This is an optimization exercise on Yosys and OpenROAD, whose aim is small area, not a production implementation. In this exercise RTL edits were held to simulation tests only and were not proved equivalent to the original. No activity file was given, so power comes from the tool's default toggle rates.

==> flow/run.sh <==
#!/bin/bash
# synth_recipe.tcl (not shown) runs the flow's synth.tcl, then flattens the netlist and writes it again
# the make line also repeats each setting of config.mk as NAME=value (left out here)
make -C /OpenROAD-flow-scripts/flow DESIGN_CONFIG=/design/flow/config.mk WORK_HOME=/design/flow/orfs CLKGATE_MAP_FILE= SYNTH_SCRIPT=/design/flow/synth_recipe.tcl finish
==> flow/config.mk <==
export PLATFORM = sky130hd
export DESIGN_NAME = fan_core
export DESIGN_NICKNAME = fan_core
export VERILOG_FILES = /design/flow/design.v
export SDC_FILE = /design/flow/constraint.sdc
export NUM_CORES = 4
export LEC_CHECK = 0
export CAP_MARGIN = 20
export CORE_MARGIN = 2
export CORE_UTILIZATION = 40
export SLEW_MARGIN = 20
==> flow/constraint.sdc <==
create_clock -name core_clock -period 10.0 [get_ports {clk}]
set_input_delay 2.0000 -clock core_clock [delete_from_list [all_inputs] [get_ports {clk}]]
set_output_delay 2.0000 -clock core_clock [all_outputs]
set_load 0.01 [all_outputs]
==> flow/design.v <==
module fan_prog_rom (
  input  wire [7:0]  addr,
  output reg  [11:0] word
);
  always @(*) begin
    case (addr)
      8'h00: word = 12'h000;   
      8'h01: word = 12'h500;   
      8'h02: word = 12'h502;   
      8'h03: word = 12'h400;   
      8'h04: word = 12'h400;   
      8'h05: word = 12'h400;   
      8'h06: word = 12'h400;   
      8'h07: word = 12'h403;   
      8'h08: word = 12'h000;   
      8'h09: word = 12'hB14;   
      8'h0A: word = 12'h000;   
      8'h0B: word = 12'h500;   
      8'h0C: word = 12'h503;   
      8'h0D: word = 12'h31F;   
      8'h0E: word = 12'h31F;   
      8'h0F: word = 12'h31F;   
      8'h10: word = 12'h000;   
      8'h11: word = 12'h500;   
      8'h12: word = 12'h504;   
      8'h13: word = 12'h600;   
      8'h14: word = 12'h000;   
      8'h15: word = 12'h500;   
      8'h16: word = 12'h501;   
      8'h17: word = 12'h600;   
      8'h18: word = 12'h000;   
      8'h19: word = 12'h500;   
      8'h1A: word = 12'h502;   
      8'h1B: word = 12'h401;   
      8'h1C: word = 12'h402;   
      8'h1D: word = 12'h000;   
      8'h1E: word = 12'h700;   
      8'h1F: word = 12'h800;   
      8'h20: word = 12'h900;   
      8'h21: word = 12'hA14;   
      default: word = 12'hF00;
    endcase
  end
endmodule
module fan_duty_sel (
  input  wire       pos,
  input  wire [6:0] temp,
  output reg  [2:0] idx,
  output reg  [7:0] duty
);
  always @(*) begin
    if (!pos || temp < 7'd30) idx = 3'd0;
    else if (temp < 7'd35)    idx = 3'd1;
    else if (temp < 7'd40)    idx = 3'd2;
    else if (temp < 7'd45)    idx = 3'd3;
    else if (temp < 7'd50)    idx = 3'd4;
    else if (temp < 7'd55)    idx = 3'd5;
    else if (temp < 7'd60)    idx = 3'd6;
    else                      idx = 3'd7;
  end
  always @(*) begin
    case (idx)
      3'd0: duty = 8'd0;
      3'd1: duty = 8'd38;
      3'd2: duty = 8'd76;
      3'd3: duty = 8'd114;
      3'd4: duty = 8'd153;
      3'd5: duty = 8'd191;
      3'd6: duty = 8'd229;
      default: duty = 8'd255;
    endcase
  end
endmodule
module fan_core (
  input  wire       clk,
  input  wire       rst,           
  input  wire       tick_us,       
  input  wire       ow_in,         
  output reg        ow_pull_low,   
  output reg        pwm_we,        
  output reg  [7:0] pwm_raw,       
  output reg        st_presence,
  output reg        st_pos,
  output reg  [6:0] st_temp,
  output reg  [2:0] st_idx
);
  localparam [9:0]  T_RSTL     = 10'd480;
  localparam [9:0]  T_PDW      = 10'd120;
  localparam [9:0]  T_SLOT     = 10'd60;
  localparam [9:0]  T_W_ASSERT = 10'd1;
  localparam [9:0]  T_W0_REL   = 10'd59;
  localparam [9:0]  T_R_INIT   = 10'd1;
  localparam [9:0]  T_R_SAMPLE = 10'd9;
  localparam [11:0] T_SLEEP_US = 12'd4000;
  localparam [3:0] OP_RST   = 4'h0;
  localparam [3:0] OP_WBIT  = 4'h1;
  localparam [3:0] OP_RBIT  = 4'h2;
  localparam [3:0] OP_WBYTE = 4'h3;
  localparam [3:0] OP_RBYTE = 4'h4;
  localparam [3:0] OP_CMD   = 4'h5;
  localparam [3:0] OP_WAITH = 4'h6;
  localparam [3:0] OP_DEC   = 4'h7;
  localparam [3:0] OP_SEL   = 4'h8;
  localparam [3:0] OP_SLEEP = 4'h9;
  localparam [3:0] OP_JMP   = 4'hA;
  localparam [3:0] OP_BN12  = 4'hB;
  localparam [1:0] S_FETCH = 2'd0;   
  localparam [1:0] S_EXEC  = 2'd1;   
  localparam [1:0] S_RUN   = 2'd2;   
  localparam [1:0] S_STOP  = 2'd3;   
  reg  [1:0]  state;
  reg  [7:0]  upc;
  reg  [11:0] ir;
  reg  [9:0]  tmr;      
  reg  [2:0]  bitcnt;   
  reg  [11:0] slp;      
  reg  [7:0]  tx;
  reg  [7:0]  rx;
  reg  [3:0]  tlsb_hi;    
  reg         tmsb_s;     
  reg  [2:0]  tmsb_lo;    
  reg  [1:0]  cfg_res;    
  wire [11:0] rom_word;
  fan_prog_rom u_rom (.addr(upc), .word(rom_word));
  wire [3:0] op  = ir[11:8];
  wire [7:0] imm = ir[7:0];
  reg [7:0] opc;
  always @(*) begin
    case (imm[2:0])
      3'd0: opc = 8'hCC;   
      3'd1: opc = 8'h44;   
      3'd2: opc = 8'hBE;   
      3'd3: opc = 8'h4E;   
      default: opc = 8'h48;   
    endcase
  end
  wire       dec_pos  = ~tmsb_s;
  wire [6:0] dec_temp = {tmsb_lo, tlsb_hi};
  wire [2:0] sel_idx;
  wire [7:0] sel_duty;
  fan_duty_sel u_sel (.pos(st_pos), .temp(st_temp), .idx(sel_idx), .duty(sel_duty));
  wire       is12    = &cfg_res;   
  wire [9:0] tmr_nxt = tmr + 10'd1;
  wire       wr_bit  = (op == OP_WBIT) ? imm[0] : tx[0];
  always @(posedge clk) begin
    if (rst) begin
      state       <= S_FETCH;
      upc         <= 8'd0;
      ir          <= 12'd0;
      tmr         <= 10'd0;
      bitcnt      <= 3'd0;
      slp         <= 12'd0;
      ow_pull_low <= 1'b0;
      pwm_we      <= 1'b0;
    end else begin
      pwm_we <= 1'b0;
      case (state)
        S_FETCH: begin
          ir    <= rom_word;
          state <= S_EXEC;
        end
        S_EXEC: begin
          state <= S_FETCH;
          case (op)
            OP_RST, OP_WBIT, OP_RBIT: begin
              ow_pull_low <= 1'b1;
              tmr         <= 10'd0;
              state       <= S_RUN;
            end
            OP_WBYTE, OP_CMD: begin
              tx          <= (op == OP_CMD) ? opc : imm;
              bitcnt      <= 3'd0;
              ow_pull_low <= 1'b1;
              tmr         <= 10'd0;
              state       <= S_RUN;
            end
            OP_RBYTE: begin
              bitcnt      <= 3'd0;
              ow_pull_low <= 1'b1;
              tmr         <= 10'd0;
              state       <= S_RUN;
            end
            OP_WAITH: begin
              if (ow_in) upc <= upc + 8'd1;
              else       state <= S_RUN;
            end
            OP_DEC: begin
              st_pos  <= dec_pos;
              st_temp <= dec_temp;
              upc     <= upc + 8'd1;
            end
            OP_SEL: begin
              st_idx  <= sel_idx;
              pwm_raw <= sel_duty;
              pwm_we  <= 1'b1;
              upc     <= upc + 8'd1;
            end
            OP_SLEEP: begin
              slp <= 12'd0;
              if (T_SLEEP_US == 12'd0) upc <= upc + 8'd1;
              else                     state <= S_RUN;
            end
            OP_JMP: begin
              upc <= imm;
            end
            OP_BN12: begin
              upc <= is12 ? upc + 8'd1 : imm;
            end
            default: begin
              state <= S_STOP;
            end
          endcase
        end
        S_RUN: begin
          if (tick_us) begin
            case (op)
              OP_RST: begin
                tmr <= tmr_nxt;
                if (tmr_nxt == T_RSTL) ow_pull_low <= 1'b0;
                if (tmr_nxt == T_RSTL + T_PDW) begin
                  st_presence <= ~ow_in;
                  tmr         <= 10'd0;
                  upc         <= upc + 8'd1;
                  state       <= S_FETCH;
                end
              end
              OP_WBIT, OP_WBYTE, OP_CMD: begin
                tmr <= tmr_nxt;
                if (tmr_nxt == T_W_ASSERT && wr_bit)  ow_pull_low <= 1'b0;
                if (tmr_nxt == T_W0_REL   && !wr_bit) ow_pull_low <= 1'b0;
                if (tmr_nxt == T_SLOT) begin
                  tmr <= 10'd0;
                  if (op == OP_WBIT || bitcnt == 3'd7) begin
                    upc   <= upc + 8'd1;
                    state <= S_FETCH;
                  end else begin
                    tx          <= tx >> 1;
                    bitcnt      <= bitcnt + 3'd1;
                    ow_pull_low <= 1'b1;
                  end
                end
              end
              OP_RBIT, OP_RBYTE: begin
                tmr <= tmr_nxt;
                if (tmr_nxt == T_R_INIT) ow_pull_low <= 1'b0;
                if (tmr_nxt == T_R_SAMPLE && op == OP_RBYTE)
                  rx <= {ow_in, rx[7:1]};
                if (tmr_nxt == T_SLOT) begin
                  tmr <= 10'd0;
                  if (op == OP_RBIT || bitcnt == 3'd7) begin
                    if (op == OP_RBYTE) begin
                      case (imm[1:0])
                        2'd1: tlsb_hi <= rx[7:4];
                        2'd2: begin
                          tmsb_s  <= rx[7];
                          tmsb_lo <= rx[2:0];
                        end
                        2'd3: cfg_res <= rx[6:5];
                        default: ;
                      endcase
                    end
                    upc   <= upc + 8'd1;
                    state <= S_FETCH;
                  end else begin
                    bitcnt      <= bitcnt + 3'd1;
                    ow_pull_low <= 1'b1;
                  end
                end
              end
              OP_WAITH: begin
                if (ow_in) begin
                  upc   <= upc + 8'd1;
                  state <= S_FETCH;
                end
              end
              OP_SLEEP: begin
                slp <= slp + 12'd1;
                if (slp + 12'd1 == T_SLEEP_US) begin
                  upc   <= upc + 8'd1;
                  state <= S_FETCH;
                end
              end
              default: state <= S_STOP;
            endcase
          end
        end
        default: ;   
      endcase
    end
  end
endmodule
==> impl_results.md <==
- Worst Tran Pin Value: approximately 1 ns
- Hold_buf cts: 0
- Num ports: 26
- Syn avg cell area: 8.49 um2
- Clock Sinks: ~100
- Crit-path max FO: 5
- Min-delay src: tlsb_hi[2]
- Final Hold Viols: 0
- Initial Utilization: about two fifths
- Max Buffers Root-to-Sink: 2
- Seq/Total Area, Yosys: 41.1%
- Die width: around 130 um
- Final HPWL DP: around 10000 um
- Synth top area share: 22.4%
- Reg2Reg Depth: 12
- First-pass GRT wire length: 23400 um
- Post-Syn Instances: just under 700
- Startpoint Class: input port
- CP required: just over 10 ns
- Num CTS Buffers: 9
- Hold Path Class: register to register
- Vias/cell: around 6
- Max-capacitance violation count: 0
- Share of post-route cells with drive strength above 1: 5.77%
- IO Port Bufs: 25
- Inst Count DP: 860
- RSZ-0062 raised after global routing: false
- Residual DRC: 0
- Hold_ws: about 0.42 ns
- Setup CP Type: input port to register
- Final Critical Period: 4.95 ns
- Mapped Area: slightly below 6000 um2
- Post-route setup TNS: 0 ns
- Vias in the first global route: about 4.7k
- FP Rows: 44
- Final net count: approximately 710
- Initial antenna violation count: 0
- Most used DFF post-synth: dfxtp_1
- Status: no timing/DRC/antenna violations
- R2R Path Start: tmr[0]
- Crit path from: tick_us
- Clk slew on worst S/H paths: 0.07 ns
- Warnings from Yosys: 3
- All-Layer GR Usage: between 15 and 20%
- Root buffer cell: clkbuf_16
- Diode count: 0
- Routed wire length: 14600 um
- Commonest non-fill, non-tap cells in the layout: nor2_1 (84), nand2_1 (57), dfxtp_1 (55)
- Layout Cells excl Fill: 877
- Post-CTS Setup Bufs: 0
- Setup violations, final: 0
- Die area: between 15000 and 20000 um2
- Commonest non-fill, non-tap cell in the layout: nor2_1
- EDFF count, synth: 44
- Fin. max-slew vios: 0
- Antenna-violating nets left: 0
- Asr flop ratio synth: 0%
- Clk_skew: 0.00718 ns
- Power per cell area: 206 nW/um2
- CTS tree: done
- Die Height: 125 um
- Max Clock Freq: ~200 MHz
- Yosys reg bits: 99
- Detailed Routing Iterations Pass 1: 5
- DR WL/cell: between 15 and 20 um
- Largest cells by area after synthesis: edfxtp_1 (22%), dfxtp_1 (19%), nor2_1 (5.4%)
- R2R setup slack: 5.48 ns
- H-tree Lvls: 3
- Synth area leader: edfxtp_1
- Core Footprint: approximately 14000 um2
- Routability cong.: about 0.93
- Rel. slew slack: 33.4%
- Crit end category: register
- Clk latency of the worst-skew pair: between 0.3 and 0.4 ns
- Post-CTS sizing: 0
- Lkg Pwr: approximately 0.0022 uW
- Largest net degree at the start of global routing: 53
- Total power: 1340 uW
- Crit path DAT: roughly 5.2 ns
- Drt initial violations: 428
- Congestion Overflow GR: 0
- Post-synth cell types: 81
- Post-Syn Nets: 715
- Vias: between 5k and 6k
- Area growth from synthesis to layout: 10.3%
- Final worst-path cycle share: just under 50%
- Peak supply drop: ~0.12 mV
[worst min-delay path by stage]
| stage | end | depth (start not counted) |
|---|---|---|
| after floorplan | rx[2] | 0 |
| after global placement | tmsb_lo[0] | 0 |
| after detailed placement | st_temp[2] | 0 |
| after CTS | st_temp[2] | 0 |
| after global routing | st_temp[1] | 0 |
| final | st_temp[2] | 0 |
[through the flow]
step | util (%) | setup slack, ns | cell area (um2)
final | 44.9 | 5.05 | 6500
after global routing | 44.9 | 4.74 | 6500
after CTS | 44.8 | 5.11 | 6490
after detailed placement | 42.8 | 4.74 | 6200
after global placement | 42.8 | 4.84 | 6200
after floorplan | - | 5.77 | 5890
[cell usage after synthesis, types with 9 or more instances]
master / n
nor2_1: 84
nand2_1: 57
dfxtp_1: 55
a21oi_1: 53
edfxtp_1: 44
o21ai_0: 44
clkbuf_1: 30
nand3_1: 30
inv_1: 25
nor3_1: 23
ha_1: 17
nor2b_1: 17
a21o_1: 12
nand2b_1: 12
or3_1: 11
nor4_1: 10
and3_1: 9
[where the power goes]
part,leakage (uW),total (uW),internal [uW],switching [uW]
sequential,0.000845,527,461,66.3
combinational,0.00124,465,174,292
clock,0.000139,345,194,151
total,0.00222,1340,829,509
[sequential cells by signal, summed over array words and instances, names as in the netlist, 2 cells and up, named ones only]
register and flops:
tx 8, cfg_res 2, st_idx 2, slp 12, upc 8, tlsb_hi 4, ir 9, st_temp 7
tmsb_lo 3, tmr 10, bitcnt 3, state 2, pwm_raw 7, rx 8
[final cells by class]
class / count / area [um2]
flip-flops and latches: 99 / 2420
repair buffers: 28 / 273
fillers: 1376 / 7980
clock buffers: 10 / 229
clock inverters: 6 / 62.6
inverters: 27 / 101
well taps: 184 / 230
multi-input cells: 523 / 3180
[per-layer routing]
layer	GRT usage (%)	wire [um]	up-vias
met2	28.0	6560	162
met1	25.2	6970	2460
met5	0	0	-
met4	7.32	357	0
met3	4.28	688	32
li1	-	-	2526
[kinds of logic (layout without fill, tap and decap cells)]
group / after synthesis / count (layout) / synth area share (%)
AOI/OAI and AO/OA: 188 / 188 / 21.0
and+or+nand+nor: 300 / 300 / 26.0
muxes: 10 / 10 / 1.95
buffers and inverters: 72 / 71 / 5.03
xor gates and xnor gates: 7 / 7 / 1.04
DFF: 99 / 99 / 41.1
adders and majority gates: 18 / 18 / 3.78
[critical path, cell delays in order]
cell and delay, ns:
clkdlybuf4s50_1 0.56, and2_1 0.23, a31oi_1 0.09, a311o_1 0.39
nor3b_1 0.56, o22ai_1 0.28, nor2_1 0.29, inv_1 0.13
ha_1 0.31, o31ai_1 0.24, nor3_1 0.09

## static timing again, ports no longer ideal
Ports are ideal in the flow. The routed layout listed here was re-timed in OpenROAD. Step 1 sets driving cells, clkbuf_16 on the clock port and buf_2 on the other inputs (assumed; they add their load-dependent delay and slew). Step 2 moves the port delays by t, midway between the first and last clock arrival at a register: inputs arrive t later, outputs are due t later. That takes back most of the time a late clock gives input paths. a / b / c = ideal ports / drivers / drivers and shift; a / b = the first two.
t, ns: 0.388
slack for setup (ns): 5.052 / 5.039 / 4.651
hold WS [ns]: 0.417 / 0.417 / 0.417
worst register clock-pin slew, ns: 0.07 / 0.07
worst slew at a driven data input, ns: 0.05
After both steps this run still meets setup and hold. The setup slack of this run moves by -0.013 ns with the drivers and by -0.401 ns with both steps.
